Background: an optimization exercise with open tools, aiming at a short achievable clock period and few clock cycles. Do not read the settings as production practice.
No functional check of the RTL was part of any run shown here.
Power and IR drop assume default switching activity.

### design/flow/config.mk
export PLATFORM = sky130hd
export DESIGN_NAME = jcpu8
export DESIGN_NICKNAME = jcpu8
export VERILOG_FILES = /design/flow/design.v
export SDC_FILE = /design/flow/constraint.sdc
export NUM_CORES = 4
export LEC_CHECK = 0
export CAP_MARGIN = 20
export CORE_MARGIN = 2
export CORE_UTILIZATION = 25
export GPL_ROUTABILITY_DRIVEN = 1
export PLACE_DENSITY = 0.45
export SETUP_SLACK_MARGIN = 4.0
export SLEW_MARGIN = 20
export SYNTH_HIERARCHICAL = 1
export SYNTH_MINIMUM_KEEP_SIZE = 0
### design/flow/constraint.sdc
create_clock -name core_clock -period 6.0 [get_ports {clk}]
set_input_delay 1.2000 -clock core_clock [delete_from_list [all_inputs] [get_ports {clk}]]
set_output_delay 1.2000 -clock core_clock [all_outputs]
set_load 0.01 [all_outputs]
### design/flow/design.v
module jcpu8 (
    input  wire        clk,
    input  wire        rst,         
    input  wire        stall,       
    output wire [15:0] mem_addr,
    output wire        mem_we,
    output wire [7:0]  mem_wdata,
    input  wire [7:0]  mem_rdata,
    input  wire [7:0]  io0,
    output wire        io_event,
    output wire [7:0]  io_value,
    output wire        fault
);
    localparam [3:0] ID_MOV = 4'h1, ID_LW  = 4'h2, ID_SW  = 4'h3, ID_LDA = 4'h4,
                     ID_PUSH = 4'h5, ID_POP = 4'h6, ID_JNZ = 4'h7, ID_ADD = 4'h8,
                     ID_ADC = 4'h9, ID_AND = 4'hA, ID_NOR = 4'hB, ID_CMP = 4'hC;
    reg [7:0]  ra, rb, rc, rd, rl, rh, rf;
    reg [15:0] sp;
    reg [7:0]  io_prev;
    reg        faulted;
    reg        pF, pA1, pA2, pM;    
    reg [15:0] addr_q;      
    reg [15:0] ret_q;       
    reg        we_q;
    reg [7:0]  wd_q;
    reg        imm;
    reg        c_lw, c_sw, c_push, c_pop, c_jnz, c_three, c_ls;
    reg        c_mov, c_and, c_nor, c_add, c_adc, c_cmp, c_lda;
    reg [7:0]  rf_sel;      
    reg [7:0]  arg1;
    reg [7:0]  a1_sel;      
    reg [6:0]  ex_we;       
    reg        ex_lda, ex_add, ex_cmp, ex_and, ex_nor, ex_sum;
    reg        cin_q;
    reg        fl_v;        
    reg [7:0]  x1_q;        
    reg [7:0]  op2_q;       
    reg [7:0]  ex_hi;       
    reg        ex_d_f, ex_d_inv;
    reg        ex_s_reg;    
    reg [2:0]  ex_s_lo;     
    reg        ex_s_hi;     
    reg [2:0]  ex_d_lo;     
    reg [7:0]  res_q;       
    reg        fl_c;        
    reg        fl_d_f, fl_d_inv, fl_s_same, fl_s_f;
    reg [7:0]  fl_op2;
    reg        ev_q;
    reg [7:0]  ev_val;
    reg        fault_q;
    wire active = !stall && !faulted;
    function automatic [7:0] onehot(input [7:0] c);
        begin
            onehot = 8'd0;
            case (c)
                8'd0: onehot[0] = 1'b1;
                8'd1: onehot[1] = 1'b1;
                8'd2: onehot[2] = 1'b1;
                8'd3: onehot[3] = 1'b1;
                8'd4: onehot[4] = 1'b1;
                8'd5: onehot[5] = 1'b1;
                8'd6: onehot[6] = 1'b1;
                default: onehot[7] = 1'b1;
            endcase
        end
    endfunction
    function automatic [7:0] rsel(input [7:0] s,
                                  input [7:0] a, input [7:0] b, input [7:0] c,
                                  input [7:0] d, input [7:0] l, input [7:0] h,
                                  input [7:0] f);
        begin
            rsel = ({8{s[0]}} & a) | ({8{s[1]}} & b) | ({8{s[2]}} & c) |
                   ({8{s[3]}} & d) | ({8{s[4]}} & l) | ({8{s[5]}} & h) |
                   ({8{s[6]}} & f) | {8{s[7]}};
        end
    endfunction
    function automatic [7:0] cmpbits(input [7:0] x, input [7:0] y);
        reg [7:0] g1, e1;
        reg [3:0] g2, e2;
        reg [1:0] g3, e3;
        reg       g4, e4;
        integer i;
        begin
            g1 = x & ~y;
            e1 = ~(x ^ y);
            for (i = 0; i < 4; i = i + 1) begin
                g2[i] = g1[2*i+1] | (e1[2*i+1] & g1[2*i]);
                e2[i] = e1[2*i+1] & e1[2*i];
            end
            for (i = 0; i < 2; i = i + 1) begin
                g3[i] = g2[2*i+1] | (e2[2*i+1] & g2[2*i]);
                e3[i] = e2[2*i+1] & e2[2*i];
            end
            g4 = g3[1] | (e3[1] & g3[0]);
            e4 = e3[1] & e3[0];
            cmpbits = {4'd0, !g4 && !e4, e4, g4, 1'b0};
        end
    endfunction
    function automatic [8:0] add8(input [7:0] a, input [7:0] b, input cin);
        reg [7:0] g, p, gg, pp, gn, pn;
        reg [8:0] c;
        integer i, k;
        begin
            g = a & b;
            p = a ^ b;
            gg = g;
            pp = p;
            for (k = 1; k < 8; k = k * 2) begin
                gn = gg;
                pn = pp;
                for (i = k; i < 8; i = i + 1) begin
                    gn[i] = gg[i] | (pp[i] & gg[i-k]);
                    pn[i] = pp[i] & pp[i-k];
                end
                gg = gn;
                pp = pn;
            end
            c[0] = cin;
            for (i = 0; i < 8; i = i + 1)
                c[i+1] = gg[i] | (pp[i] & cin);
            add8 = {c[8], p ^ c[7:0]};
        end
    endfunction
    function automatic is_defined(input [7:0] b);
        begin
            if (b[3:0] == ID_LW || b[3:0] == ID_SW)
                is_defined = 1'b1;
            else if (b[6:4] != 3'd0)
                is_defined = 1'b0;
            else case (b[3:0])
                ID_MOV, ID_ADD, ID_ADC, ID_AND, ID_NOR, ID_CMP,
                ID_PUSH, ID_JNZ: is_defined = 1'b1;
                ID_LDA:          is_defined = b[7];
                ID_POP:          is_defined = ~b[7];
                default:         is_defined = 1'b0;
            endcase
        end
    endfunction
    assign mem_addr  = addr_q;
    assign mem_we    = we_q;
    assign mem_wdata = wd_q;
    assign io_event  = ev_q;
    assign io_value  = ev_val;
    assign fault     = fault_q;
    wire        hi_nz, any_nz;
    jcpu8_bdec u_bdec (.b(mem_rdata), .hi(hi_nz), .any(any_nz));
    wire [7:0]  x_rd;
    jcpu8_xsel u_xsel (.s(mem_rdata[2:0]), .hi(hi_nz),
                       .ra(ra), .rb(rb), .rc(rc), .rd(rd), .rl(rl), .rh(rh), .rf(rf),
                       .x(x_rd));
    wire [7:0]  rd_sel  = onehot(mem_rdata);
    wire [7:0]  x_a1    = rsel(a1_sel, ra, rb, rc, rd, rl, rh, rf);
    wire [7:0]  x_rf    = rsel(rf_sel, ra, rb, rc, rd, rl, rh, rf);
    wire [7:0]  opv     = imm ? mem_rdata : x_rd;
    wire [15:0] pc_inc  = addr_q + 16'd1;
    wire [15:0] sp_dec  = sp - 16'd1;
    wire [15:0] sp_inc  = sp + 16'd1;
    reg         sp_ok, sp_ffff, sp_zero;   
    wire [15:0] ls_addr = imm ? {arg1, mem_rdata} : {x_a1, x_rd};
    wire [6:0]  zr = {~((|rf) | fl_v), ~|rh, ~|rl, ~|rd, ~|rc, ~|rb, ~|ra};
    wire        taken;
    jcpu8_jnz u_jnz (.b(mem_rdata), .imm(imm), .zr(zr), .taken(taken));
    wire        push_wait = fl_v && !imm;
    wire        go_ls  = pA2 && c_ls;
    wire        go_jnz = pA1 && c_jnz;
    wire [15:0] addr_early = pM ? ret_q :
                             (pA1 && c_push) ? sp_dec :
                             (pA1 && c_pop)  ? sp : pc_inc;
    wire [15:0] addr_next = go_ls ? ls_addr :
                            (go_jnz && taken) ? {rh, rl} : addr_early;
    wire        adv = !(pA1 && c_push && push_wait);
    wire [3:0]  nid = mem_rdata[3:0];
    always @(posedge clk) begin
        if (rst) begin
            pF <= 1'b1; pA1 <= 1'b0; pA2 <= 1'b0; pM <= 1'b0;
            addr_q <= 16'd0; we_q <= 1'b0;
            sp <= 16'd0;
            io_prev <= 8'd0; faulted <= 1'b0;
        end else if (active) begin
            if (adv) addr_q <= addr_next;
            we_q <= (pA1 && c_push && !push_wait && sp_ok) ||
                    (pA2 && c_sw && ls_addr[15]);
            if (pF) begin
                if (io0 != io_prev) io_prev <= io0;
                if (!is_defined(mem_rdata)) faulted <= 1'b1;
                pF <= 1'b0; pA1 <= 1'b1;
            end
            if (pA1 && adv) begin
                pA1 <= 1'b0;
                if (c_three)         pA2 <= 1'b1;
                else if (c_jnz)      pF  <= 1'b1;
                else                 pM  <= 1'b1;
            end
            if (pA2) begin
                pA2 <= 1'b0;
                if (c_ls) pM <= 1'b1;
                else      pF <= 1'b1;
            end
            if (pM) begin
                pM <= 1'b0;
                pF <= 1'b1;
                if (c_push) begin
                    if (!sp_ok) begin
                        faulted <= 1'b1;
                    end else begin
                        sp <= sp_dec;
                        if (sp_ffff) sp[7:0]  <= wd_q;
                        if (sp_zero) sp[15:8] <= wd_q;
                    end
                end
                if (c_pop) sp <= sp_inc;
                if (c_sw) begin
                    if (!addr_q[15]) begin
                        faulted <= 1'b1;
                    end else begin
                        if (addr_q == 16'hFFFE) sp[7:0]  <= wd_q;
                        if (addr_q == 16'hFFFF) sp[15:8] <= wd_q;
                    end
                end
            end
        end
    end
    always @(posedge clk) begin
        if (rst) begin
            imm <= 1'b0;
            c_lw <= 1'b0; c_sw <= 1'b0; c_ls <= 1'b0; c_push <= 1'b0;
            c_pop <= 1'b0; c_jnz <= 1'b0; c_three <= 1'b0; c_mov <= 1'b0;
            c_and <= 1'b0; c_nor <= 1'b0; c_add <= 1'b0; c_adc <= 1'b0;
            c_cmp <= 1'b0; c_lda <= 1'b0;
            rf_sel <= 8'd0; arg1 <= 8'd0; a1_sel <= 8'd0;
            sp_ok <= 1'b0; sp_ffff <= 1'b0; sp_zero <= 1'b0;
            wd_q <= 8'd0; ret_q <= 16'd0;
        end else begin
        if (pF) begin
            imm     <= mem_rdata[7];
            c_lw    <= nid == ID_LW;
            c_sw    <= nid == ID_SW;
            c_ls    <= nid == ID_LW || nid == ID_SW;
            c_push  <= nid == ID_PUSH;
            c_pop   <= nid == ID_POP;
            c_jnz   <= nid == ID_JNZ;
            c_three <= !(nid == ID_PUSH || nid == ID_POP || nid == ID_JNZ);
            c_mov   <= nid == ID_MOV;
            c_and   <= nid == ID_AND;
            c_nor   <= nid == ID_NOR;
            c_add   <= nid == ID_ADD || nid == ID_ADC;
            c_adc   <= nid == ID_ADC;
            c_cmp   <= nid == ID_CMP;
            c_lda   <= nid == ID_LDA;
            rf_sel  <= onehot({5'd0, mem_rdata[6:4]});
            sp_ok   <= sp_dec[15];
            sp_ffff <= &sp;
            sp_zero <= ~|sp;
        end
        if (pA1) begin
            arg1   <= mem_rdata;
            a1_sel <= rd_sel;
            wd_q   <= opv;
        end
        if (pA2) begin
            wd_q   <= x_rf;
        end
        if (pA1 || pA2) ret_q <= pc_inc;
        end
    end
    wire fault_set = active && ((pF && !is_defined(mem_rdata)) ||
                                (pM && c_push && !sp_ok) ||
                                (pM && c_sw && !addr_q[15]));
    wire ev_next   = active && pF && io0 != io_prev;
    always @(posedge clk) begin
        if (rst) begin
            ev_q    <= 1'b0;
            fault_q <= 1'b0;
        end else if (!stall) begin
            ev_q    <= ev_next;
            fault_q <= (faulted || fault_set) && !ev_next;
        end
        if (rst)     ev_val <= 8'd0;
        else if (pF) ev_val <= io0;
    end
    wire [8:0] sum = add8(x1_q, op2_q, cin_q);
    wire [7:0] res = ({8{ex_sum}} & sum[7:0]) |
                     ({8{ex_and}} & (x1_q & op2_q)) |
                     ({8{ex_nor}} & ~(x1_q | op2_q)) |
                     ({8{!(ex_sum || ex_and || ex_nor)}} & op2_q);
    wire       carry = ex_add & sum[8];
    wire [7:0] fl_x1  = res_q | {7'd0, fl_d_f & fl_c} | {8{fl_d_inv}};
    wire [7:0] fl_y   = fl_s_same ? fl_x1 : fl_s_f ? rf : fl_op2;
    wire [7:0] fl_cmp = cmpbits(fl_x1, fl_y);
    wire [7:0] ex_cmpv = cmpbits(x1_q, op2_q);
    wire setup_alu = pA2 && !c_ls;
    wire setup_ld  = pM && (c_lw || c_pop);
    wire [7:0] ld_sel = c_lw ? rf_sel : a1_sel;
    always @(posedge clk) begin
        if (rst) begin
            ra <= 8'd0; rb <= 8'd0; rc <= 8'd0; rd <= 8'd0;
            rl <= 8'd0; rh <= 8'd0; rf <= 8'd0;
            ex_we <= 7'd0; ex_lda <= 1'b0; ex_add <= 1'b0; ex_cmp <= 1'b0;
            fl_v <= 1'b0;
        end else if (active) begin
            if (ex_we[0]) ra <= res;
            if (ex_we[1]) rb <= res;
            if (ex_we[2]) rc <= res;
            if (ex_we[3]) rd <= res;
            if (ex_we[4]) rl <= res;
            else if (ex_lda) rl <= op2_q;
            if (ex_we[5]) rh <= res;
            else if (ex_lda) rh <= ex_hi;
            if (ex_we[6])    rf <= res | {7'd0, carry};
            else if (ex_add) rf <= rf | {7'd0, carry};
            else if (ex_cmp) rf <= ex_cmpv;
            else if (fl_v)   rf <= rf | fl_cmp;
            fl_v   <= ex_add;
            ex_we  <= 7'd0;
            ex_lda <= 1'b0;
            ex_add <= 1'b0;
            ex_cmp <= 1'b0;
            if (setup_alu) begin
                ex_we  <= (c_cmp || c_lda) ? 7'd0 : a1_sel[6:0];
                ex_lda <= c_lda;
                ex_add <= c_add;
                ex_cmp <= c_cmp;
            end
            if (setup_ld) begin
                ex_we  <= ld_sel[6:0];
            end
        end
    end
    always @(posedge clk) begin
        if (rst) begin
            ex_sum <= 1'b0; ex_and <= 1'b0; ex_nor <= 1'b0; cin_q <= 1'b0;
            x1_q <= 8'd0; op2_q <= 8'd0; ex_hi <= 8'd0;
            ex_d_f <= 1'b0; ex_d_inv <= 1'b0; ex_s_reg <= 1'b0;
            ex_s_lo <= 3'd0; ex_s_hi <= 1'b0; ex_d_lo <= 3'd0;
        end else begin
        if (setup_alu) begin
            ex_sum    <= c_add;
            ex_and    <= c_and;
            ex_nor    <= c_nor;
            cin_q     <= c_adc & rf[0];
            x1_q      <= x_a1;
            op2_q     <= opv;
            ex_hi     <= arg1;
            ex_d_f    <= a1_sel[6];
            ex_d_inv  <= a1_sel[7];
            ex_s_reg  <= !imm;
            ex_s_lo   <= mem_rdata[2:0];
            ex_s_hi   <= hi_nz;
            ex_d_lo   <= arg1[2:0];
        end
        if (setup_ld) begin
            ex_sum <= 1'b0;
            ex_and <= 1'b0;
            ex_nor <= 1'b0;
            op2_q  <= mem_rdata;
        end
        end
    end
    always @(posedge clk) begin
        begin
            res_q     <= res;
            fl_c      <= ex_sum & sum[8];    
            fl_d_f    <= ex_d_f;
            fl_d_inv  <= ex_d_inv;
            fl_s_same <= ex_s_reg && !ex_s_hi && !ex_d_inv && ex_s_lo == ex_d_lo;
            fl_s_f    <= ex_s_reg && !ex_s_hi && ex_s_lo == 3'd6;
            fl_op2    <= op2_q;
        end
    end
endmodule
module jcpu8_bdec (
    input  wire [7:0] b,
    output wire       hi,      
    output wire       any      
);
    assign hi  = |b[7:3];
    assign any = |b;
endmodule
module jcpu8_xsel (
    input  wire [2:0] s,
    input  wire       hi,
    input  wire [7:0] ra, rb, rc, rd, rl, rh, rf,
    output wire [7:0] x
);
    reg [7:0] x_lo;
    always @* begin
        case (s)
            3'd0: x_lo = ra;
            3'd1: x_lo = rb;
            3'd2: x_lo = rc;
            3'd3: x_lo = rd;
            3'd4: x_lo = rl;
            3'd5: x_lo = rh;
            3'd6: x_lo = rf;
            default: x_lo = 8'hFF;
        endcase
    end
    assign x = x_lo | {8{hi}};
endmodule
module jcpu8_jnz (
    input  wire [7:0] b,
    input  wire       imm,
    input  wire [6:0] zr,
    output wire       taken
);
    wire [7:0] zr8 = {1'b0, zr};
    wire       z   = (b[7:3] == 5'd0) && zr8[b[2:0]];
    assign taken = imm ? |b : !z;
endmodule
### design/flow/run.sh
#!/bin/bash
# synth_recipe.tcl (not shown) runs the flow's synth.tcl, then flattens the netlist and writes it again
# the make line also repeats each setting of config.mk as NAME=value (left out here)
make -C /OpenROAD-flow-scripts/flow DESIGN_CONFIG=/design/flow/config.mk WORK_HOME=/design/flow/orfs CLKGATE_MAP_FILE= SYNTH_SCRIPT=/design/flow/synth_recipe.tcl finish
==> results of run 1 <==
-- power by group through the flow --
stage	registers [mW]	logic, mW	clock network, mW
2_1_floorplan	1.78	0.447	0
3_3_place_gp	1.85	0.605	0
3_5_place_dp	1.85	0.607	0
4_1_cts	1.80	0.825	2.05
5_1_grt	1.81	0.954	2.12
6_report	1.80	0.902	2.02
-- timing repair --
| action | CTS | global route |
|---|---|---|
| gates resized for setup | 636 | 136 |
| setup buffers | 159 | 51 |
| setup endpoints to repair | 205 | 161 |
| pin swaps | 142 | 92 |
| cloned | 16 | 1 |
-- final cells by class --
cell class | count | area (µm²)
Antenna cell | 1 | 2.50
Clock buffer | 50 | 1030
Tap cell | 756 | 946
Inverter | 54 | 235
Timing Repair Buffer | 294 | 3060
Clock inverter | 11 | 66.3
Fill cell | 5734 | 35600
Sequential cell | 244 | 5130
Multi-Input combinational cell | 1376 | 10400
-- through the flow --
stage | worst slack, ns | hold slack [ns] | instance area, µm² | util
after floorplan | 3.10 | 0.331 | 15200 | -
after global placement | 1.40 | 0.397 | 15900 | 0.281
after detailed placement | 1.41 | 0.400 | 15900 | 0.281
after CTS | 3.34 | 0.421 | 19900 | 0.352
after global routing | 3.10 | 0.425 | 20900 | 0.369
final | 3.22 | 0.408 | 20900 | 0.369
-- worst min path at each step --
stage	endpoint	cells past startpoint
6_report	fl_d_inv$_DFF_P_	0
5_1_grt	fl_d_inv$_DFF_P_	0
4_1_cts	fl_d_inv$_DFF_P_	0
3_5_place_dp	fl_d_f$_DFF_P_	0
3_3_place_gp	fl_d_f$_DFF_P_	0
2_1_floorplan	fl_d_f$_DFF_P_	0
-- metal layers --
layer | track usage | vias up | part of all wire
met1 | 0.314 | 8005 | 0.42
met4 | 0.106 | 0 | 0.050
li1 | - | 7144 | -
met2 | 0.347 | 856 | 0.44
met5 | 0 | - | 0
met3 | 0.0471 | 208 | 0.090
-- critical path: stages (launching register included) --
cell,delay (ns)
dfxtp_1,0.47
or4_1,0.58
nor2_1,0.24
mux2i_1,0.14
nand2_1,0.10
nand4_1,0.11
buf_6,0.18
nand3_4,0.11
buf_6,0.15
nor2_4,0.04
a221o_1,0.35
o221a_1,0.20
==> notes.md, run 1 <==
Layout area overhead=45.7%; CP arrival=3.22 ns; Mapped Area=0.0143 mm²; # Max-Cap Violations=0; deepest clock path buffer count=3; CP endpoint=addr_q[9]$_SDFFE_PP0P_; Hold Violations, Final=0; # DRC=0; CORE AREA=0.0565 mm²; final std cells w/o fill=2786; CTS sink count=244; latest clock arrival within the worst-skew pair=0.55 ns; hold-fix buffers at CTS=0; Sw Ratio=0.304; status=timing/DRC/antenna clean; CTS tree=built; GRT Util Overall=0.230; initial antenna violation count=3; layout cells sized above 1=0.381; WP data required=6.44 ns; Clock Pin Slew Worst Setup and Hold Paths=0.06 ns; dpl hpwl=44100 µm; largest net degree at the start of global routing=57; commonest cells after routing, fill and taps aside=nor2_1, buf_4, dfxtp_1; Slew Limit Fails=0; Psw=1.43 mW; fin crit share=0.464; # nets final=2062; Syn Nets=1885; VDD IR max=0.148 mV; Remaining Overflow, GRT=0; max_slew headroom=0.375; die width=243 µm; drt wl/cell=25.7 µm; Hold Path Class=register to register; routability cong.=0.931; DRT iter0 DRCs=1960; PwrDens=226 mW/mm²; critical path class=register to register; most common cell after layout, fill and taps aside=nor2_1; Hold Path Origin=ex_d_inv$_SDFFE_PP0P_; vias after detailed routing=16213; die span in y=243 µm; Sequential Power Share=0.382; Die Area=0.0592 mm²; vias in the first global route=15105; Final Setup Violations=0; Inst Count DP=2497; setup TNS=0 ns; Static Leak=7.65 nW; FF-to-FF Start=rh[7]$_SDFFE_PP0P_; Detailed Route WL=71600 µm; FF-to-FF path depth=11; Final min period=2.78 ns; Detail Route Antenna Nets=0; Num CTS Buffers=35; IO Pins=54; drt pass-1 iters=6; Rows=87; Clock Power Share=0.427; initial core utilization=0.254; worst-path fanout max=6; Setup Skew=0.0315 ns; H-tree Lvls=2; Critical Path End Type=register; Via density=5.82; total power draw=4.72 mW; FMAX=0.360 GHz; Buffers on Ports=53; crit path from=rh[7]$_SDFFE_PP0P_; first-pass GRT wire length=103000 µm; Pint=3.28 mW; RSZ-0062 raised after global routing=yes; crit path launch type=register; worst r2r dst=addr_q[9]$_SDFFE_PP0P_; Comb pwr share=0.191; post-synthesis cell count=1828; measured slew at the worst slew-check pin=0.938 ns; syn avg cell area=7.84 µm²; Regs by FF count=addr_q (16), ret_q (16), sp (16); Yosys Warn Count=8; Reg2Reg Setup Slack=3.22 ns; Root Buffer=clkbuf_16
==> run 2, diff against run 1 <==
--- a/design/flow/design.v
+++ b/design/flow/design.v
@@ -359,7 +359,7 @@
     always @(posedge clk) begin
         begin
             res_q     <= res;
-            fl_c      <= ex_sum & sum[8];    
+            fl_c      <= carry;
             fl_d_f    <= ex_d_f;
             fl_d_inv  <= ex_d_inv;
             fl_s_same <= ex_s_reg && !ex_s_hi && !ex_d_inv && ex_s_lo == ex_d_lo;
==> run 2 against run 1 <==
Against the previous run: area after synthesis is 1.1% lower; largest power group is now sequential cells; register-to-register slack worse by 0.02 ns; largest cell class unchanged; non-clock buffer count is 17 higher; first-iteration DRC count is 18% lower; clock power down 13%; still clean on timing, DRC and antenna; critical path type unchanged; sequential power hardly changed; maximum frequency is 0.72% lower; global-route usage shrank 0.23 points; synthesized cell count is essentially flat.
==> notes.md, run 2 <==
worst r2r dst=addr_q[7]$_SDFFE_PP0P_ (was addr_q[9]$_SDFFE_PP0P_); Final min period=2.80 ns (was 2.78 ns); crit path launch type=register (unchanged); Clock Pin Slew Worst Setup and Hold Paths=0.06 ns (about the same); Pint=3.09 mW (was 3.28 mW); VDD IR max=0.233 mV (was 0.148 mV); FF-to-FF path depth=12 (was 11); most common cell after layout, fill and taps aside=nor2_1 (unchanged); die width=242 µm (was 243 µm); final std cells w/o fill=2787 (was 2786); hold-fix buffers at CTS=0 (unchanged); FF+latch area=0.00512 mm² (was 0.00513 mm²); Multi-input gate area=0.0103 mm² (was 0.0104 mm²); initial antenna violation count=1 (was 3); layout cells sized above 1=0.382 (was 0.381); Root Buffer=clkbuf_16 (unchanged); status=timing/DRC/antenna clean (unchanged); Yosys Warn Count=8 (unchanged); # Max-Cap Violations=0 (unchanged); fin crit share=0.467 (was 0.464); WP data required=6.46 ns (was 6.44 ns); Remaining Overflow, GRT=0 (unchanged); Detailed Route WL=71500 µm (was 71600 µm); commonest cells after routing, fill and taps aside=nor2_1, buf_4, dfxtp_1 (unchanged); Reg2Reg Setup Slack=3.20 ns (was 3.22 ns); Hold Path Origin=ex_d_inv$_SDFFE_PP0P_ (unchanged); die span in y=242 µm (was 243 µm); drt wl/cell=25.6 µm (was 25.7 µm); worst-path fanout max=5 (was 6); Inserted Diodes=0 (was 1); PwrDens=214 mW/mm² (was 226 mW/mm²); dpl hpwl=44100 µm (about the same); initial core utilization=0.252 (was 0.254); setup TNS=0 ns (unchanged); Detail Route Antenna Nets=0 (unchanged); H-tree Lvls=1 (was 2); Critical Path End Type=register (unchanged); Via density=5.75 (was 5.82); IO Pins=54 (unchanged); latest clock arrival within the worst-skew pair=0.59 ns (was 0.55 ns); drt pass-1 iters=6 (unchanged); FMAX=0.357 GHz (was 0.360 GHz); GRT Util Overall=0.228 (was 0.230); Die Area=0.0586 mm² (was 0.0592 mm²); DRT iter0 DRCs=1607 (was 1960); CP arrival=3.26 ns (was 3.22 ns); Num CTS Buffers=29 (was 35); # nets final=2068 (was 2062); Hold Path Class=register to register (unchanged); Layout area overhead=47.0% (was 45.7%); worst hold endpoint=fl_d_inv$_DFF_P_ (unchanged); CORE AREA=0.0562 mm² (was 0.0565 mm²); Clock Power Share=0.394 (was 0.427); Static Leak=7.66 nW (was 7.65 nW); Psw=1.38 mW (was 1.43 mW); Final Setup Violations=0 (unchanged); Slew Limit Fails=0 (unchanged); Syn Nets=1884 (was 1885); fillers=5815 (was 5734); Inst Count DP=2494 (was 2497); Rows=87 (unchanged); RSZ-0062 raised after global routing=yes (unchanged); max_slew headroom=0.172 (was 0.375); critical path class=register to register (unchanged); measured slew at the worst slew-check pin=1.23 ns (was 0.938 ns); CTS tree=built (unchanged); Setup Skew=0.0261 ns (was 0.0315 ns); Sw Ratio=0.308 (was 0.304); CTS sink count=244 (unchanged); vias after detailed routing=16021 (was 16213); FF-to-FF Start=rf[5]$_SDFFE_PP0P_ (was rh[7]$_SDFFE_PP0P_); Mapped Area=0.0142 mm² (was 0.0143 mm²); routability cong.=0.922 (was 0.931); Comb pwr share=0.205 (was 0.191); vias in the first global route=14848 (was 15105); post-synthesis cell count=1827 (was 1828); syn avg cell area=7.76 µm² (was 7.84 µm²); Sequential Power Share=0.401 (was 0.382); largest net degree at the start of global routing=77 (was 57); # DRC=0 (unchanged); hold path cells=0 (unchanged); Buffers on Ports=53 (unchanged); Regs by FF count=addr_q (16), ret_q (16), sp (16) (unchanged); Hold Violations, Final=0 (unchanged); deepest clock path buffer count=3 (unchanged); first-pass GRT wire length=102000 µm (was 103000 µm)
==> run 2: metal layers <==
layer  share of wire  GRT usage  vias to the layer above  wire length [µm]
li1                -          -                     7146                 -
met1            0.42      0.302                     7863             29700
met2            0.44      0.359                      824             31600
met3           0.093     0.0504                      186              6630
met4           0.048     0.0897                        2              3450
met5         0.00018          0                        -                13
==> run 2: stage by stage <==
| stage | hold WS [ns] | setup WS, ns | power [mW] | utilization | cell area, µm² |
|---|---|---|---|---|---|
| floorplan | 0.331 | 3.20 | 2.22 | - | 15000 |
| finish | 0.405 | 3.20 | 4.47 | 0.371 | 20800 |
| detailed placement | 0.397 | 2.01 | 2.44 | 0.279 | 15700 |
| global placement | 0.401 | 2.04 | 2.44 | 0.279 | 15700 |
| CTS | 0.408 | 3.32 | 4.38 | 0.347 | 19500 |
| global route | 0.404 | 3.09 | 4.61 | 0.371 | 20800 |
==> run 2: worst max-delay path by stage <==
stage,from,end,slack [ns]
2_1_floorplan,mem_rdata[6],addr_q[7]$_SDFFE_PP0P_,3.20
3_3_place_gp,mem_rdata[2],addr_q[8]$_SDFFE_PP0P_,2.04
3_5_place_dp,mem_rdata[2],addr_q[8]$_SDFFE_PP0P_,2.01
4_1_cts,rc[7]$_SDFFE_PP0P_,addr_q[10]$_SDFFE_PP0P_,3.32
5_1_grt,rf[5]$_SDFFE_PP0P_,addr_q[10]$_SDFFE_PP0P_,3.09
6_report,rf[5]$_SDFFE_PP0P_,addr_q[7]$_SDFFE_PP0P_,3.20
==> run 2: power groups by stage <==
| stage | registers [mW] | clock network (mW) | logic, mW |
|---|---|---|---|
| detailed placement | 1.84 | 0 | 0.605 |
| floorplan | 1.78 | 0 | 0.435 |
| finish | 1.79 | 1.76 | 0.915 |
| global placement | 1.84 | 0 | 0.603 |
| CTS | 1.79 | 1.78 | 0.814 |
| global route | 1.80 | 1.85 | 0.962 |
==> run 2: cell type report <==
type / instances / area share
inverters: 57 / 0.0122
repair buffers: 311 / 0.157
clock buffers: 38 / 0.0379
well taps: 756 / 0.0454
multi-input cells: 1368 / 0.495
clock inverters: 13 / 0.00595
flip-flops and latches: 244 / 0.246
==> run 2: critical path, cell delays in order, from the launching register on <==
cell and delay [ns]:
dfxtp_4 0.35, nor4_4 0.25, nand2_1 0.11, nor4_4 0.38, mux2_4 0.24, a31oi_4 0.08, o311ai_1 0.10, nand4_1 0.23
and3_4 0.25, or3_1 0.34, o21ai_2 0.08, a311oi_2 0.06, o2bb2ai_1 0.20
==> run 2: timing repair <==
item                       4_1_cts  5_1_grt
setup endpoints to repair      208      168
buffers inserted               154       71
pin swaps                      126      107
gates cloned                    11        6
gates resized for setup        635      171
==> run 3, diff against run 2 <==
--- a/design/flow/design.v
+++ b/design/flow/design.v
@@ -142,24 +142,20 @@
     assign io_event  = ev_q;
     assign io_value  = ev_val;
     assign fault     = fault_q;
-    wire        hi_nz, any_nz;
-    jcpu8_bdec u_bdec (.b(mem_rdata), .hi(hi_nz), .any(any_nz));
-    wire [7:0]  x_rd;
-    jcpu8_xsel u_xsel (.s(mem_rdata[2:0]), .hi(hi_nz),
+    wire        hi_nz, taken;
+    wire [7:0]  x_rd, opv;
+    wire [6:0]  zr = {~((|rf) | fl_v), ~|rh, ~|rl, ~|rd, ~|rc, ~|rb, ~|ra};
+    jcpu8_bsel u_bsel (.b(mem_rdata), .imm(imm),
                        .ra(ra), .rb(rb), .rc(rc), .rd(rd), .rl(rl), .rh(rh), .rf(rf),
-                       .x(x_rd));
+                       .zr(zr), .hi(hi_nz), .x(x_rd), .opv(opv), .taken(taken));
     wire [7:0]  rd_sel  = onehot(mem_rdata);
     wire [7:0]  x_a1    = rsel(a1_sel, ra, rb, rc, rd, rl, rh, rf);
     wire [7:0]  x_rf    = rsel(rf_sel, ra, rb, rc, rd, rl, rh, rf);
-    wire [7:0]  opv     = imm ? mem_rdata : x_rd;
     wire [15:0] pc_inc  = addr_q + 16'd1;
     wire [15:0] sp_dec  = sp - 16'd1;
     wire [15:0] sp_inc  = sp + 16'd1;
     reg         sp_ok, sp_ffff, sp_zero;   
     wire [15:0] ls_addr = imm ? {arg1, mem_rdata} : {x_a1, x_rd};
-    wire [6:0]  zr = {~((|rf) | fl_v), ~|rh, ~|rl, ~|rd, ~|rc, ~|rb, ~|ra};
-    wire        taken;
-    jcpu8_jnz u_jnz (.b(mem_rdata), .imm(imm), .zr(zr), .taken(taken));
     wire        push_wait = fl_v && !imm;
     wire        go_ls  = pA2 && c_ls;
     wire        go_jnz = pA1 && c_jnz;
@@ -368,42 +364,32 @@
         end
     end
 endmodule
-module jcpu8_bdec (
+module jcpu8_bsel (
     input  wire [7:0] b,
-    output wire       hi,      
-    output wire       any      
-);
-    assign hi  = |b[7:3];
-    assign any = |b;
-endmodule
-module jcpu8_xsel (
-    input  wire [2:0] s,
-    input  wire       hi,
+    input  wire       imm,
     input  wire [7:0] ra, rb, rc, rd, rl, rh, rf,
-    output wire [7:0] x
+    input  wire [6:0] zr,      
+    output wire       hi,      
+    output wire [7:0] x,       
+    output wire [7:0] opv,     
+    output wire       taken    
 );
     reg [7:0] x_lo;
+    reg       z_lo;
     always @* begin
-        case (s)
-            3'd0: x_lo = ra;
-            3'd1: x_lo = rb;
-            3'd2: x_lo = rc;
-            3'd3: x_lo = rd;
-            3'd4: x_lo = rl;
-            3'd5: x_lo = rh;
-            3'd6: x_lo = rf;
-            default: x_lo = 8'hFF;
+        case (b[2:0])
+            3'd0: begin x_lo = ra; z_lo = zr[0]; end
+            3'd1: begin x_lo = rb; z_lo = zr[1]; end
+            3'd2: begin x_lo = rc; z_lo = zr[2]; end
+            3'd3: begin x_lo = rd; z_lo = zr[3]; end
+            3'd4: begin x_lo = rl; z_lo = zr[4]; end
+            3'd5: begin x_lo = rh; z_lo = zr[5]; end
+            3'd6: begin x_lo = rf; z_lo = zr[6]; end
+            default: begin x_lo = 8'hFF; z_lo = 1'b0; end
         endcase
     end
-    assign x = x_lo | {8{hi}};
-endmodule
-module jcpu8_jnz (
-    input  wire [7:0] b,
-    input  wire       imm,
-    input  wire [6:0] zr,
-    output wire       taken
-);
-    wire [7:0] zr8 = {1'b0, zr};
-    wire       z   = (b[7:3] == 5'd0) && zr8[b[2:0]];
-    assign taken = imm ? |b : !z;
+    assign hi    = |b[7:3];
+    assign x     = x_lo | {8{hi}};
+    assign opv   = imm ? b : x;
+    assign taken = imm ? |b : !(z_lo && !hi);
 endmodule
==> run 3 against run 2 <==
Against the previous run: non-clock buffer count fell by 46; critical endpoint is now wd_q[1]$_SDFFE_PP0P_; still clean; largest cell class unchanged; combinational power decreased by 12%; clock power is 5% higher; global-route usage down 1.3 points; area after synthesis up 0.30%; sequential share of layout area up 0.83 points; synthesized cell count shrank 0.49%; sequential power is essentially flat; wire length decreased by 6.8%; first-iteration DRC count is 5.3% lower; cell count decreased by 1.5%.
==> notes.md, run 3 <==
status=timing/DRC/antenna clean (unchanged); Hold Path Class=register to register (unchanged); Remaining Overflow, GRT=0 (unchanged); GR Util met2=0.342 (was 0.359); CTS tree=built (unchanged); post-synthesis cell count=1818 (was 1827); largest net degree at the start of global routing=80 (was 77); Layout area overhead=41.0% (was 47.0%); EDFF count, synth=0; count leader, synth=dfxtp_1; # Max-Cap Violations=0 (unchanged); Mapped Area=0.0142 mm² (about the same); Die Area=0.0588 mm² (was 0.0586 mm²); Reg2Reg Setup Slack=3.16 ns (was 3.20 ns); fin crit share=0.483 (was 0.467); initial antenna violation count=1 (unchanged); hold-fix buffers at CTS=0 (unchanged); drt wl/cell=24.3 µm (was 25.6 µm); top post-synthesis cells by count=dfxtp_1, nor2_1, nand2_1, a21oi_1, clkbuf_1; Seq/Total Area, Yosys=0.344; Root Buffer=clkbuf_16 (unchanged); layout cells sized above 1=0.352 (was 0.382); CTS sink count=244 (unchanged); deepest clock path buffer count=3 (unchanged); first-pass GRT wire length=97000 µm (was 102000 µm); grt peak-use layer=met2 (unchanged); global routing usage on met1=0.292 (was 0.302); Hold Violations, Final=0 (unchanged); GRT Util Overall=0.215 (was 0.228); Clock Pin Slew Worst Setup and Hold Paths=0.06 ns (about the same); met3 usage=0.0318 (was 0.0504); Setup Skew=0.0303 ns (was 0.0261 ns); Synth cell types=88; FMAX=0.345 GHz (was 0.357 GHz); Via density=5.57 (was 5.75); # nets final=2022 (was 2068); PwrDens=222 mW/mm² (was 214 mW/mm²); FF-to-FF path depth=13 (was 12); Regs by FF count=addr_q (16), ret_q (16), sp (16) (unchanged); WP data required=6.45 ns (was 6.46 ns); Detail Route Antenna Nets=0 (unchanged); total power draw=4.45 mW (was 4.47 mW); IO Pins=54 (unchanged); worst-path fanout max=5 (unchanged); latest clock arrival within the worst-skew pair=0.59 ns (about the same); Num CTS Buffers=30 (was 29); Synth top area share=0.344; Rows=87 (unchanged); syn avg cell area=7.82 µm² (was 7.76 µm²); vias after detailed routing=15301 (was 16021); Yosys Warn Count=8 (unchanged); FF-to-FF Start=rc[2]$_SDFFE_PP0P_ (was rf[5]$_SDFFE_PP0P_); Buffers on Ports=53 (unchanged); pre-CTS setup slack=1.55 ns (was 2.01 ns); RSZ-0062 raised after global routing=yes (unchanged); final worst setup slack=3.10 ns (was 3.20 ns); Inst Count DP=2497 (was 2494); max_slew headroom=0.398 (was 0.172); worst r2r dst=addr_q[8]$_SDFFE_PP0P_ (was addr_q[7]$_SDFFE_PP0P_); Slew Limit Fails=0 (unchanged); setup TNS=0 ns (unchanged); drt pass-1 iters=6 (unchanged); critical path class=primary input to register (was register to register); final std cells w/o fill=2745 (was 2787); register bit total from synthesis=244; Synth area leader=dfxtp_1; Static Leak=7.35 nW (was 7.66 nW); initial core utilization=0.253 (was 0.252); CP arrival=3.35 ns (was 3.26 ns); Synth Flop Type=dfxtp_1; Detailed Route WL=66600 µm (was 71500 µm); crit path from=mem_rdata[4] (was rf[5]$_SDFFE_PP0P_); most common cell after layout, fill and taps aside=nor2_1 (unchanged); dpl hpwl=42100 µm (was 44100 µm); Syn Nets=1875 (was 1884); Critical Path End Type=register (unchanged); vias in the first global route=14240 (was 14848); fin util=0.356 (was 0.371); CORE AREA=0.0563 mm² (was 0.0562 mm²); Final min period=2.90 ns (was 2.80 ns); Inserted Diodes=0 (unchanged); CP endpoint=wd_q[1]$_SDFFE_PP0P_ (was addr_q[7]$_SDFFE_PP0P_); die span in y=242 µm (about the same); Synth area leaders=dfxtp_1, a21oi_1, nor2_1; crit path launch type=primary input (was register); measured slew at the worst slew-check pin=0.901 ns (was 1.23 ns); DRT iter0 DRCs=1522 (was 1607); post-synthesis async set-or-reset flop share=0; Final Setup Violations=0 (unchanged); VDD IR max=0.196 mV (was 0.233 mV); routability cong.=0.913 (was 0.922); die width=242 µm (about the same); fillers=5802 (was 5815); # DRC=0 (unchanged); commonest cells after routing, fill and taps aside=nor2_1, nand2_1, dfxtp_1 (was nor2_1, buf_4, dfxtp_1); H-tree Lvls=1 (unchanged)
## run 3: worst max-delay path: stages
cell and delay, ns:
buf_6 0.09, buf_6 0.12, or4_4 0.55, a311oi_4 0.28, buf_6 0.16, buf_4 0.10
buf_6 0.10, a41oi_4 0.12, a21oi_1 0.29, a41oi_1 0.11, a21oi_1 0.18, nor2_1 0.05
## run 3: per-layer routing
metal	part of all wire	vias to the layer above	wire length [µm]
li1	-	6965	-
met1	0.43	7482	28900
met2	0.45	684	30000
met3	0.075	168	4970
met4	0.041	2	2700
met5	0.00020	-	13
## run 3: cell type report
cell class | count | area, µm² | share of cell area
multi-input cells | 1374 | 10200 | 0.508
flip-flops and latches | 244 | 5090 | 0.254
repair buffers | 265 | 2630 | 0.131
well taps | 756 | 946 | 0.0472
clock buffers | 41 | 843 | 0.0421
inverters | 50 | 205 | 0.0102
clock inverters | 15 | 134 | 0.00668
## run 3: cells by family (layout without fill, tap and decap cells)
group                      count (synthesis)  in the layout  share of synthesized area
and+or+nand+nor                          643            649                      0.215
AOI/OAI and AO/OA                        575            576                      0.273
DFF                                      244            244                      0.344
buffers and inverters                    207            371                     0.0564
muxes                                     67             67                     0.0507
xor gates and xnor gates                  44             44                     0.0271
adders and majority gates                 38             38                     0.0340
## run 3: repair_timing
item,4_1_cts,5_1_grt
pin swaps,80,90
gates resized for setup,520,154
endpoints found under the setup margin,237,210
cloned,9,2
buffers inserted,124,57
## run 3: where the power goes
part | internal, mW | switching, mW
Clock | 1.07 | 0.771
Sequential | 1.69 | 0.115
Combinational | 0.351 | 0.456
Total | 3.10 | 1.34
## run 3: per-stage QoR
stage	cell area, µm²	hold slack (ns)
after global routing	20000	0.395
after CTS	19000	0.387
after global placement	15800	0.384
after floorplan	15100	0.331
final	20000	0.388
after detailed placement	15800	0.380
## run 3: Yosys stat by module, one instance, submodules excluded
module | flip-flops and latches | times used
jcpu8 | 244 | 1
jcpu8_bsel | 0 | 1
## run 3: worst min path at each step
stage	from	endpoint	slack, ns	cells after the start
finish	ex_d_f$_SDFFE_PP0P_	fl_d_f$_DFF_P_	0.39	0
global route	ex_d_f$_SDFFE_PP0P_	fl_d_f$_DFF_P_	0.39	0
CTS	ex_d_f$_SDFFE_PP0P_	fl_d_f$_DFF_P_	0.39	0
detailed placement	ex_d_f$_SDFFE_PP0P_	fl_d_f$_DFF_P_	0.38	0
global placement	ex_d_f$_SDFFE_PP0P_	fl_d_f$_DFF_P_	0.38	0
floorplan	ex_d_f$_SDFFE_PP0P_	fl_d_f$_DFF_P_	0.33	0
==> run 4, diff against run 3 <==
--- a/design/flow/config.mk
+++ b/design/flow/config.mk
@@ -7,9 +7,10 @@
 export LEC_CHECK = 0
 export CAP_MARGIN = 20
 export CORE_MARGIN = 2
-export CORE_UTILIZATION = 25
+export CORE_UTILIZATION = 45
 export GPL_ROUTABILITY_DRIVEN = 1
-export PLACE_DENSITY = 0.45
+export GPL_TIMING_DRIVEN = 1
+export PLACE_DENSITY = 0.6
 export SETUP_SLACK_MARGIN = 4.0
 export SLEW_MARGIN = 20
 export SYNTH_HIERARCHICAL = 1
==> run 4 against run 3 <==
Against the previous run: non-clock buffer count increased by 7; first-iteration DRC count up 50%; maximum frequency up 1.2%; still clean; via count rose by 2.8%; wire length down 7.3%; sequential share of layout area grew 0.53 points; area after synthesis is the same; global-route usage increased by 14 points; largest cell class unchanged.
==> notes.md, run 4 <==
FF-to-FF Start=rl[0]$_SDFFE_PP0P_ (was rc[2]$_SDFFE_PP0P_); Seq/Total Area, Yosys=0.344 (unchanged); max_slew headroom=0.223 (was 0.398); status=timing/DRC/antenna clean (unchanged); worst-path fanout max=6 (was 5); Final Setup Violations=0 (unchanged); Synth area leaders=dfxtp_1, a21oi_1, nor2_1 (unchanged); count leader, synth=dfxtp_1 (unchanged); # nets final=2026 (was 2022); Yosys Warn Count=8 (unchanged); Synth cell types=88 (unchanged); DRT iter0 DRCs=2288 (was 1522); Hold Path Class=register to register (unchanged); Buffers on Ports=53 (unchanged); fin util=0.632 (was 0.356); Reg2Reg Setup Slack=3.14 ns (was 3.16 ns); Setup Skew=0.0146 ns (was 0.0303 ns); IO Pins=54 (unchanged); Static Leak=7.47 nW (was 7.35 nW); Detail Route Antenna Nets=0 (unchanged); H-tree Lvls=1 (unchanged); Synth top area share=0.344 (unchanged); Remaining Overflow, GRT=0 (unchanged); Compound-Gate Fraction of Synth Area=0.273 (unchanged); Critical Path End Type=register (unchanged); VDD IR max=0.253 mV (was 0.196 mV); FMAX=0.349 GHz (was 0.345 GHz); WP data required=6.50 ns (was 6.45 ns); CORE AREA=0.0313 mm² (was 0.0563 mm²); post-synthesis adder-cell area fraction=0.0340 (unchanged); routability cong.=0.990 (was 0.913); post-synthesis cell count=1818 (unchanged); initial antenna violation count=0 (was 1); Syn Nets=1875 (unchanged); Synth Flop Type=dfxtp_1 (unchanged); fin crit share=0.477 (was 0.483); Regs by FF count=addr_q (16), ret_q (16), sp (16) (unchanged); post-synthesis async set-or-reset flop share=0 (unchanged); Detailed Route WL=61700 µm (was 66600 µm); design area=0.0198 mm² (was 0.0200 mm²); setup TNS=0 ns (unchanged); # Max-Cap Violations=0 (unchanged); drt pass-1 iters=8 (was 6); deepest clock path buffer count=3 (unchanged); dpl cell area=0.0153 mm² (was 0.0158 mm²); crit path from=rl[0]$_SDFFE_PP0P_ (was mem_rdata[4]); Synth Area in XOR/XNOR=0.0271 (unchanged); Slew Limit Fails=0 (unchanged); GRT Util Overall=0.354 (was 0.215); crit path launch type=register (was primary input); CP arrival=3.36 ns (was 3.35 ns); hold-fix buffers at CTS=0 (unchanged); drt wl/cell=25.8 µm (was 24.3 µm); layout cells sized above 1=0.360 (was 0.352); Via density=6.58 (was 5.57); register bit total from synthesis=244 (unchanged); Die Area=0.0330 mm² (was 0.0588 mm²); Root Buffer=clkbuf_16 (unchanged); Layout area overhead=39.2% (was 41.0%); dpl hpwl=37900 µm (was 42100 µm); Inserted Diodes=0 (unchanged); commonest cells after routing, fill and taps aside=nor2_1, nand2_1, buf_4 (was nor2_1, nand2_1, dfxtp_1); vias in the first global route=14335 (was 14240); Inst Count DP=2133 (was 2497); first-pass GRT wire length=90700 µm (was 97000 µm); critical path class=register to register (was primary input to register); die span in y=182 µm (was 242 µm); Rows=65 (was 87); Final min period=2.86 ns (was 2.90 ns); initial core utilization=0.454 (was 0.253); Clock Pin Slew Worst Setup and Hold Paths=0.06 ns (about the same); CTS tree=built (unchanged); most common cell after layout, fill and taps aside=nor2_1 (unchanged); Hold Path Origin=ex_d_f$_SDFFE_PP0P_ (unchanged); Mapped Area=0.0142 mm² (unchanged); EDFF count, synth=0 (unchanged); mux contribution to synthesized area=0.0507 (unchanged); Simple-Gate Fraction of Synth Area=0.215 (unchanged); PwrDens=229 mW/mm² (was 222 mW/mm²); Num CTS Buffers=29 (was 30); Hold Violations, Final=0 (unchanged); vias after detailed routing=15728 (was 15301); RSZ-0062 raised after global routing=yes (unchanged); syn avg cell area=7.82 µm² (unchanged); largest net degree at the start of global routing=112 (was 80); Synth area leader=dfxtp_1 (unchanged); die width=182 µm (was 242 µm); # DRC=0 (unchanged); largest family of logic cells by synthesized area=compound AO/OA/AOI/OAI gates (unchanged); final std cells w/o fill=2390 (was 2745); CTS sink count=244 (unchanged); measured slew at the worst slew-check pin=1.16 ns (was 0.901 ns); top post-synthesis cells by count=dfxtp_1, nor2_1, nand2_1, a21oi_1, clkbuf_1 (unchanged); latest clock arrival within the worst-skew pair=0.57 ns (was 0.59 ns)
-- run 4: path summary, 6_finish.rpt --
check,to,depth (start not counted)
worst max register to register,addr_q[13]$_SDFFE_PP0P_,12
worst min register to register,fl_d_f$_DFF_P_,0
worst min-delay path,fl_d_f$_DFF_P_,0
worst max-delay path,addr_q[13]$_SDFFE_PP0P_,12
-- run 4: area by class of cell --
class / instances / area [µm²]
Clock buffer: 38 / 820
Clock inverter: 12 / 179
Sequential cell: 244 / 5130
Fill cell: 2605 / 11500
Timing Repair Buffer: 272 / 2760
Tap cell: 402 / 503
Inverter: 50 / 211
Multi-Input combinational cell: 1372 / 10200
-- run 4: through the flow --
stage,worst slack [ns],hold WS (ns),power [mW]
after floorplan,2.94,0.331,2.22
after global placement,1.69,0.359,2.42
after detailed placement,1.70,0.361,2.42
after CTS,3.23,0.366,4.43
after global routing,3.05,0.369,4.65
final,3.14,0.361,4.52
-- run 4: power by group --
part / switching (mW) / internal [mW]
clock network: 0.752 / 1.13
registers: 0.108 / 1.68
logic: 0.468 / 0.379
total: 1.33 / 3.19
-- run 4: per-layer routing --
| layer | track usage | vias up | wire length, µm |
|---|---|---|---|
| met1 | 0.503 | 7568 | 25600 |
| met3 | 0.0650 | 223 | 6520 |
| li1 | - | 6977 | - |
| met4 | 0.164 | 0 | 3170 |
| met5 | 0 | - | 0 |
| met2 | 0.520 | 960 | 26400 |
-- run 4: logic make-up after synthesis --
kind of cell,after synthesis
xor+xnor,44
fa+ha+maj,38
compound gates,575
buf+inv,207
mux,67
flops,244
simple gates,643
-- run 4: Yosys stat by module, one instance, submodules excluded --
module / cell area (µm²) / flip-flops and latches
jcpu8_bsel: 693 / 0
jcpu8: 13500 / 244
-- run 4: worst max-delay path, cell delays in order (launching register included) --
cell and delay, ns:
dfxtp_1 0.42, or4_1 0.53, nor2_1 0.15, mux2i_1 0.15, nor3_1 0.24, o311ai_2 0.13
buf_4 0.17, and3_4 0.21, buf_6 0.13, nor3_4 0.24, buf_4 0.16, o2111ai_2 0.11
a31oi_1 0.15
-- run 4: what timing repair did --
action	CTS	global route
pin swaps	96	100
gates resized for setup	553	156
buffers inserted	133	64
gates cloned	6	4
endpoints found under the setup margin	247	169
==> run 5, diff against run 4 <==
--- a/design/flow/design.v
+++ b/design/flow/design.v
@@ -29,10 +29,12 @@
     reg [7:0]  rf_sel;      
     reg [7:0]  arg1;
     reg [7:0]  a1_sel;      
+    reg        e1_v;        
     reg [6:0]  ex_we;       
     reg        ex_lda, ex_add, ex_cmp, ex_and, ex_nor, ex_sum;
     reg        cin_q;
-    reg        fl_v;        
+    reg [6:0]  e2_we;       
+    reg        e2_lda, e2_add, e2_cmp;
     reg [7:0]  x1_q;        
     reg [7:0]  op2_q;       
     reg [7:0]  ex_hi;       
@@ -42,6 +44,8 @@
     reg        ex_s_hi;     
     reg [2:0]  ex_d_lo;     
     reg [7:0]  res_q;       
+    reg [7:0]  cmp_q;       
+    reg [7:0]  hi_q;        
     reg        fl_c;        
     reg        fl_d_f, fl_d_inv, fl_s_same, fl_s_f;
     reg [7:0]  fl_op2;
@@ -142,28 +146,39 @@
     assign io_event  = ev_q;
     assign io_value  = ev_val;
     assign fault     = fault_q;
-    wire        hi_nz, taken;
-    wire [7:0]  x_rd, opv;
-    wire [6:0]  zr = {~((|rf) | fl_v), ~|rh, ~|rl, ~|rd, ~|rc, ~|rb, ~|ra};
-    jcpu8_bsel u_bsel (.b(mem_rdata), .imm(imm),
-                       .ra(ra), .rb(rb), .rc(rc), .rd(rd), .rl(rl), .rh(rh), .rf(rf),
-                       .zr(zr), .hi(hi_nz), .x(x_rd), .opv(opv), .taken(taken));
+    wire        hi_nz, any_nz;
+    jcpu8_bdec u_bdec (.b(mem_rdata), .hi(hi_nz), .any(any_nz));
+    wire [7:0]  x_rd;
+    wire [7:0]  ra_e = e2_we[0] ? res_q : ra;
+    wire [7:0]  rb_e = e2_we[1] ? res_q : rb;
+    wire [7:0]  rc_e = e2_we[2] ? res_q : rc;
+    wire [7:0]  rd_e = e2_we[3] ? res_q : rd;
+    wire [7:0]  rl_e = (e2_we[4] || e2_lda) ? res_q : rl;
+    wire [7:0]  rh_e = e2_we[5] ? res_q : e2_lda ? hi_q : rh;
+    wire [7:0]  rf_e = e2_we[6] ? res_q : rf;
+    wire        f_nz = e2_add || e2_cmp;
+    jcpu8_xsel u_xsel (.s(mem_rdata[2:0]), .hi(hi_nz),
+                       .ra(ra_e), .rb(rb_e), .rc(rc_e), .rd(rd_e), .rl(rl_e), .rh(rh_e), .rf(rf_e),
+                       .x(x_rd));
     wire [7:0]  rd_sel  = onehot(mem_rdata);
     wire [7:0]  x_a1    = rsel(a1_sel, ra, rb, rc, rd, rl, rh, rf);
     wire [7:0]  x_rf    = rsel(rf_sel, ra, rb, rc, rd, rl, rh, rf);
+    wire [7:0]  opv     = imm ? mem_rdata : x_rd;
     wire [15:0] pc_inc  = addr_q + 16'd1;
     wire [15:0] sp_dec  = sp - 16'd1;
     wire [15:0] sp_inc  = sp + 16'd1;
     reg         sp_ok, sp_ffff, sp_zero;   
     wire [15:0] ls_addr = imm ? {arg1, mem_rdata} : {x_a1, x_rd};
-    wire        push_wait = fl_v && !imm;
+    wire        taken;
+    jcpu8_jnz u_jnz (.b(mem_rdata), .imm(imm), .x(x_rd), .fl(f_nz), .taken(taken));
+    wire        push_wait = f_nz && !imm;
     wire        go_ls  = pA2 && c_ls;
     wire        go_jnz = pA1 && c_jnz;
     wire [15:0] addr_early = pM ? ret_q :
                              (pA1 && c_push) ? sp_dec :
                              (pA1 && c_pop)  ? sp : pc_inc;
     wire [15:0] addr_next = go_ls ? ls_addr :
-                            (go_jnz && taken) ? {rh, rl} : addr_early;
+                            (go_jnz && taken) ? {rh_e, rl_e} : addr_early;
     wire        adv = !(pA1 && c_push && push_wait);
     wire [3:0]  nid = mem_rdata[3:0];
     always @(posedge clk) begin
@@ -279,11 +294,10 @@
                      ({8{ex_and}} & (x1_q & op2_q)) |
                      ({8{ex_nor}} & ~(x1_q | op2_q)) |
                      ({8{!(ex_sum || ex_and || ex_nor)}} & op2_q);
-    wire       carry = ex_add & sum[8];
+    wire [7:0] f_c    = (fl_d_f ? res_q : rf) | {7'd0, fl_c};
     wire [7:0] fl_x1  = res_q | {7'd0, fl_d_f & fl_c} | {8{fl_d_inv}};
-    wire [7:0] fl_y   = fl_s_same ? fl_x1 : fl_s_f ? rf : fl_op2;
-    wire [7:0] fl_cmp = cmpbits(fl_x1, fl_y);
-    wire [7:0] ex_cmpv = cmpbits(x1_q, op2_q);
+    wire [7:0] fl_y   = fl_s_same ? fl_x1 : fl_s_f ? f_c : fl_op2;
+    wire [7:0] f_add  = f_c | cmpbits(fl_x1, fl_y);
     wire setup_alu = pA2 && !c_ls;
     wire setup_ld  = pM && (c_lw || c_pop);
     wire [7:0] ld_sel = c_lw ? rf_sel : a1_sel;
@@ -291,26 +305,25 @@
         if (rst) begin
             ra <= 8'd0; rb <= 8'd0; rc <= 8'd0; rd <= 8'd0;
             rl <= 8'd0; rh <= 8'd0; rf <= 8'd0;
+            e1_v <= 1'b0;
             ex_we <= 7'd0; ex_lda <= 1'b0; ex_add <= 1'b0; ex_cmp <= 1'b0;
-            fl_v <= 1'b0;
+            e2_we <= 7'd0; e2_lda <= 1'b0; e2_add <= 1'b0; e2_cmp <= 1'b0;
         end else if (active) begin
-            if (ex_we[0]) ra <= res;
-            if (ex_we[1]) rb <= res;
-            if (ex_we[2]) rc <= res;
-            if (ex_we[3]) rd <= res;
-            if (ex_we[4]) rl <= res;
-            else if (ex_lda) rl <= op2_q;
-            if (ex_we[5]) rh <= res;
-            else if (ex_lda) rh <= ex_hi;
-            if (ex_we[6])    rf <= res | {7'd0, carry};
-            else if (ex_add) rf <= rf | {7'd0, carry};
-            else if (ex_cmp) rf <= ex_cmpv;
-            else if (fl_v)   rf <= rf | fl_cmp;
-            fl_v   <= ex_add;
-            ex_we  <= 7'd0;
-            ex_lda <= 1'b0;
-            ex_add <= 1'b0;
-            ex_cmp <= 1'b0;
+            if (e2_we[0]) ra <= res_q;
+            if (e2_we[1]) rb <= res_q;
+            if (e2_we[2]) rc <= res_q;
+            if (e2_we[3]) rd <= res_q;
+            if (e2_we[4] || e2_lda) rl <= res_q;
+            if (e2_we[5]) rh <= res_q;
+            else if (e2_lda) rh <= hi_q;
+            if (e2_add)        rf <= f_add;
+            else if (e2_we[6]) rf <= res_q;
+            else if (e2_cmp)   rf <= cmp_q;
+            e2_we  <= e1_v ? ex_we : 7'd0;
+            e2_lda <= e1_v && ex_lda;
+            e2_add <= e1_v && ex_add;
+            e2_cmp <= e1_v && ex_cmp;
+            e1_v <= setup_alu || setup_ld;
             if (setup_alu) begin
                 ex_we  <= (c_cmp || c_lda) ? 7'd0 : a1_sel[6:0];
                 ex_lda <= c_lda;
@@ -319,6 +332,9 @@
             end
             if (setup_ld) begin
                 ex_we  <= ld_sel[6:0];
+                ex_lda <= 1'b0;
+                ex_add <= 1'b0;
+                ex_cmp <= 1'b0;
             end
         end
     end
@@ -355,7 +371,9 @@
     always @(posedge clk) begin
         begin
             res_q     <= res;
-            fl_c      <= carry;
+            cmp_q     <= cmpbits(x1_q, op2_q);
+            hi_q      <= ex_hi;
+            fl_c      <= ex_sum & sum[8];
             fl_d_f    <= ex_d_f;
             fl_d_inv  <= ex_d_inv;
             fl_s_same <= ex_s_reg && !ex_s_hi && !ex_d_inv && ex_s_lo == ex_d_lo;
@@ -364,32 +382,41 @@
         end
     end
 endmodule
-module jcpu8_bsel (
+module jcpu8_bdec (
     input  wire [7:0] b,
-    input  wire       imm,
-    input  wire [7:0] ra, rb, rc, rd, rl, rh, rf,
-    input  wire [6:0] zr,      
     output wire       hi,      
-    output wire [7:0] x,       
-    output wire [7:0] opv,     
-    output wire       taken    
+    output wire       any      
+);
+    assign hi  = |b[7:3];
+    assign any = |b;
+endmodule
+module jcpu8_xsel (
+    input  wire [2:0] s,
+    input  wire       hi,
+    input  wire [7:0] ra, rb, rc, rd, rl, rh, rf,
+    output wire [7:0] x
 );
     reg [7:0] x_lo;
-    reg       z_lo;
     always @* begin
-        case (b[2:0])
-            3'd0: begin x_lo = ra; z_lo = zr[0]; end
-            3'd1: begin x_lo = rb; z_lo = zr[1]; end
-            3'd2: begin x_lo = rc; z_lo = zr[2]; end
-            3'd3: begin x_lo = rd; z_lo = zr[3]; end
-            3'd4: begin x_lo = rl; z_lo = zr[4]; end
-            3'd5: begin x_lo = rh; z_lo = zr[5]; end
-            3'd6: begin x_lo = rf; z_lo = zr[6]; end
-            default: begin x_lo = 8'hFF; z_lo = 1'b0; end
+        case (s)
+            3'd0: x_lo = ra;
+            3'd1: x_lo = rb;
+            3'd2: x_lo = rc;
+            3'd3: x_lo = rd;
+            3'd4: x_lo = rl;
+            3'd5: x_lo = rh;
+            3'd6: x_lo = rf;
+            default: x_lo = 8'hFF;
         endcase
     end
-    assign hi    = |b[7:3];
-    assign x     = x_lo | {8{hi}};
-    assign opv   = imm ? b : x;
-    assign taken = imm ? |b : !(z_lo && !hi);
+    assign x = x_lo | {8{hi}};
+endmodule
+module jcpu8_jnz (
+    input  wire [7:0] b,
+    input  wire       imm,
+    input  wire [7:0] x,
+    input  wire       fl,
+    output wire       taken
+);
+    assign taken = imm ? |b : ((|x) || (fl && b == 8'd6));
 endmodule
--- a/design/flow/config.mk
+++ b/design/flow/config.mk
@@ -7,10 +7,9 @@
 export LEC_CHECK = 0
 export CAP_MARGIN = 20
 export CORE_MARGIN = 2
-export CORE_UTILIZATION = 45
+export CORE_UTILIZATION = 25
 export GPL_ROUTABILITY_DRIVEN = 1
-export GPL_TIMING_DRIVEN = 1
-export PLACE_DENSITY = 0.6
+export PLACE_DENSITY = 0.45
 export SETUP_SLACK_MARGIN = 4.0
 export SLEW_MARGIN = 20
 export SYNTH_HIERARCHICAL = 1
==> run 5 against run 4 <==
Against the previous run: still clean; sequential share of layout area up 1.3 points; cell count grew 19%; clock skew rose by 0.0037 ns; worst setup slack worse by 0.89 ns; first-iteration DRC count decreased by 33%; maximum frequency is 24% lower; synthesized cell count rose by 7.7%; flip-flop and latch count grew 21; sequential power rose by 8%; core utilization down 30 points; critical endpoint is now addr_q[15]$_SDFFE_PP0P_.
==> notes.md, run 5 <==
status=timing/DRC/antenna clean (unchanged); post-synthesis cell count=1958 (was 1818); CTS sink count=265 (was 244); dpl cell area=0.0166 mm² (was 0.0153 mm²); die span in y=251 µm (was 182 µm); WP data required=6.48 ns (was 6.50 ns); Static Leak=7.59 nW (was 7.47 nW); fillers=6237 (was 2605); vias after detailed routing=15821 (was 15728); IO Pins=54 (unchanged); Remaining Overflow, GRT=0 (unchanged); fin util=0.335 (was 0.632); Rows=90 (was 65); vias in the first global route=14639 (was 14335); GRT Util Overall=0.205 (was 0.354); Regs by FF count=addr_q (16), ret_q (16), sp (16) (unchanged); CP endpoint=addr_q[15]$_SDFFE_PP0P_ (was addr_q[13]$_SDFFE_PP0P_); VDD IR max=0.210 mV (was 0.253 mV); Critical Path End Type=register (unchanged); max_slew headroom=0.134 (was 0.223); FMAX=0.266 GHz (was 0.349 GHz); fin crit share=0.626 (was 0.477); Reg2Reg Setup Slack=2.24 ns (was 3.14 ns); # Max-Cap Violations=0 (unchanged); # DRC=0 (unchanged); Die Area=0.0628 mm² (was 0.0330 mm²); CTS tree=built (unchanged); Psw=1.37 mW (was 1.33 mW); commonest cells after routing, fill and taps aside=nor2_1, dfxtp_1, nand2_1 (was nor2_1, nand2_1, buf_4); initial antenna violation count=0 (unchanged); latest clock arrival within the worst-skew pair=0.61 ns (was 0.57 ns); crit path launch type=register (unchanged); Sequential Power Share=0.420 (was 0.397); Num CTS Buffers=31 (was 29); RSZ-0062 raised after global routing=yes (unchanged); routability cong.=0.944 (was 0.990); Via density=5.54 (was 6.58); FF-to-FF path depth=14 (was 12); die width=251 µm (was 182 µm); first-pass GRT wire length=98200 µm (was 90700 µm); Buffers on Ports=53 (unchanged); # nets final=2106 (was 2026); worst-path fanout max=8 (was 6); Detail Route Antenna Nets=0 (unchanged); DRT iter0 DRCs=1525 (was 2288); total power draw=4.63 mW (was 4.52 mW); Mapped Area=0.0152 mm² (was 0.0142 mm²); measured slew at the worst slew-check pin=1.28 ns (was 1.16 ns); initial core utilization=0.253 (was 0.454); design area=0.0202 mm² (was 0.0198 mm²); Pint=3.27 mW (was 3.19 mW); Sw Ratio=0.295 (was 0.294); Clock Power Share=0.423 (was 0.416); Final min period=3.76 ns (was 2.86 ns); Multi-input gate area=0.0101 mm² (was 0.0102 mm²); drt pass-1 iters=6 (was 8); most common cell after layout, fill and taps aside=nor2_1 (unchanged); worst r2r dst=addr_q[15]$_SDFFE_PP0P_ (was addr_q[13]$_SDFFE_PP0P_); critical path class=register to register (unchanged); Hold Violations, Final=0 (unchanged); largest net degree at the start of global routing=170 (was 112); Yosys Warn Count=8 (unchanged); Slew Limit Fails=0 (unchanged); syn avg cell area=7.77 µm² (was 7.82 µm²); Comb pwr share=0.157 (was 0.187); H-tree Lvls=1 (unchanged); CP arrival=4.24 ns (was 3.36 ns); Root Buffer=clkbuf_16 (unchanged); Inserted Diodes=0 (unchanged); dpl hpwl=43900 µm (was 37900 µm); Layout area overhead=32.7% (was 39.2%); Setup Skew=0.0183 ns (was 0.0146 ns); Clock Pin Slew Worst Setup and Hold Paths=0.06 ns (about the same); Detailed Route WL=68000 µm (was 61700 µm); drt wl/cell=23.8 µm (was 25.8 µm); Final Setup Violations=0 (unchanged); CORE AREA=0.0602 mm² (was 0.0313 mm²); deepest clock path buffer count=3 (unchanged); FF+latch area=0.00551 mm² (was 0.00513 mm²); setup TNS=0 ns (unchanged); PwrDens=229 mW/mm² (about the same); FF-to-FF Start=e2_we[4]$_SDFFE_PP0P_ (was rl[0]$_SDFFE_PP0P_); crit path from=e2_we[4]$_SDFFE_PP0P_ (was rl[0]$_SDFFE_PP0P_); Hold Path Class=register to register (unchanged); Syn Nets=2015 (was 1875); hold-fix buffers at CTS=0 (unchanged); layout cells sized above 1=0.292 (was 0.360)
run 5: repair_timing:
| action | CTS | global route |
|---|---|---|
| pin swaps | 78 | 66 |
| setup endpoints to repair | 207 | 176 |
| resized for setup | 461 | 103 |
| cloned | 5 | 2 |
| setup buffers | 112 | 40 |
run 5: area by class of cell:
cell class,count,area share
multi-input cells,1464,0.500
flip-flops and latches,265,0.273
well taps,782,0.0485
clock inverters,11,0.00620
inverters,46,0.00923
repair buffers,240,0.118
repair inverters,1,0.000372
clock buffers,47,0.0449
run 5: metal layers:
layer | part of all wire | track usage | up-vias
met4 | 0.040 | 0.0739 | 0
met1 | 0.44 | 0.280 | 7795
met5 | 0 | 0 | -
li1 | - | - | 7271
met3 | 0.068 | 0.0317 | 139
met2 | 0.45 | 0.325 | 616
run 5: worst max-delay path, stage by stage (launching register included):
cell and delay, ns:
dfxtp_4 0.38, nor2_4 0.12, buf_8 0.14, mux2_4 0.34, a221oi_2 0.25, a31oi_1 0.07, a2111o_1 0.42, or3_4 0.42
nor4_4 0.29, a211oi_2 0.11, and3_4 0.20, a211o_1 0.26, or4_1 0.40, o311ai_1 0.11, o31ai_1 0.12
run 5: metrics by stage:
step	setup slack [ns]	hold WS, ns	std cells
2_1_floorplan	1.92	0.331	1958
3_3_place_gp	0.917	0.335	2638
3_5_place_dp	0.837	0.339	2639
4_1_cts	2.27	0.346	2814
5_1_grt	2.17	0.359	2856
6_report	2.24	0.346	2856
run 5: how the worst min path moves through the flow:
stage	slack (ns)	to	from	depth (start not counted)
6_report	0.35	fl_d_f$_DFF_P_	ex_d_f$_SDFFE_PP0P_	0
4_1_cts	0.35	fl_d_f$_DFF_P_	ex_d_f$_SDFFE_PP0P_	0
5_1_grt	0.36	hi_q[7]$_DFF_P_	ex_hi[7]$_SDFFE_PP0P_	0
3_3_place_gp	0.33	fl_d_f$_DFF_P_	ex_d_f$_SDFFE_PP0P_	0
3_5_place_dp	0.34	fl_d_f$_DFF_P_	ex_d_f$_SDFFE_PP0P_	0
2_1_floorplan	0.33	fl_d_f$_DFF_P_	ex_d_f$_SDFFE_PP0P_	0
run 5: power groups by stage:
stage | clock [mW] | combinational, mW | sequential, mW
after floorplan | 0 | 0.406 | 1.94
after global placement | 0 | 0.560 | 1.99
after detailed placement | 0 | 0.564 | 2.00
after CTS | 1.99 | 0.685 | 1.94
after global routing | 2.06 | 0.777 | 1.95
final | 1.96 | 0.728 | 1.94

## static timing again, ports no longer ideal
How much do the figures lean on ideal ports? The routed layouts below were timed once more, with nothing changed but the port constraints.
Step 1 (the two cells are an assumption about what drives the block):
set clk [get_ports {clk}]
set_driving_cell -lib_cell sky130_fd_sc_hd__clkbuf_16 $clk
set_driving_cell -lib_cell sky130_fd_sc_hd__buf_2 [delete_from_list [all_inputs] $clk]
Step 2 also shifts input and output timing later by t, the mid clock arrival at the registers, as if the neighbouring blocks saw the same clock.
Slacks: ideal / step 1 / step 2; pairs: ideal / step 1.
run	shift t [ns]	setup slack, ns	hold slack, ns	worst setup path after step 2	clock arrival spread, ns
run 1	0.583	3.218 / 3.218 / 2.687	0.408 / 0.408 / 0.408	input to register	0.033 / 0.033
run 2	0.634	3.198 / 3.182 / 2.548	0.405 / 0.405 / 0.405	input to register	0.030 / 0.030
run 3	0.631	3.102 / 3.116 / 2.486	0.388 / 0.388 / 0.388	input to register	0.031 / 0.031
run 4	0.620	3.137 / 3.137 / 2.579	0.361 / 0.361 / 0.361	input to register	0.014 / 0.014
run 5	0.665	2.244 / 2.244 / 1.584	0.346 / 0.346 / 0.346	input to register	0.018 / 0.019
After both steps setup and hold are still met in every run listed. For run 5, which loses most, drivers alone change the setup slack by 0.000 ns; drivers and shift together by -0.660 ns.
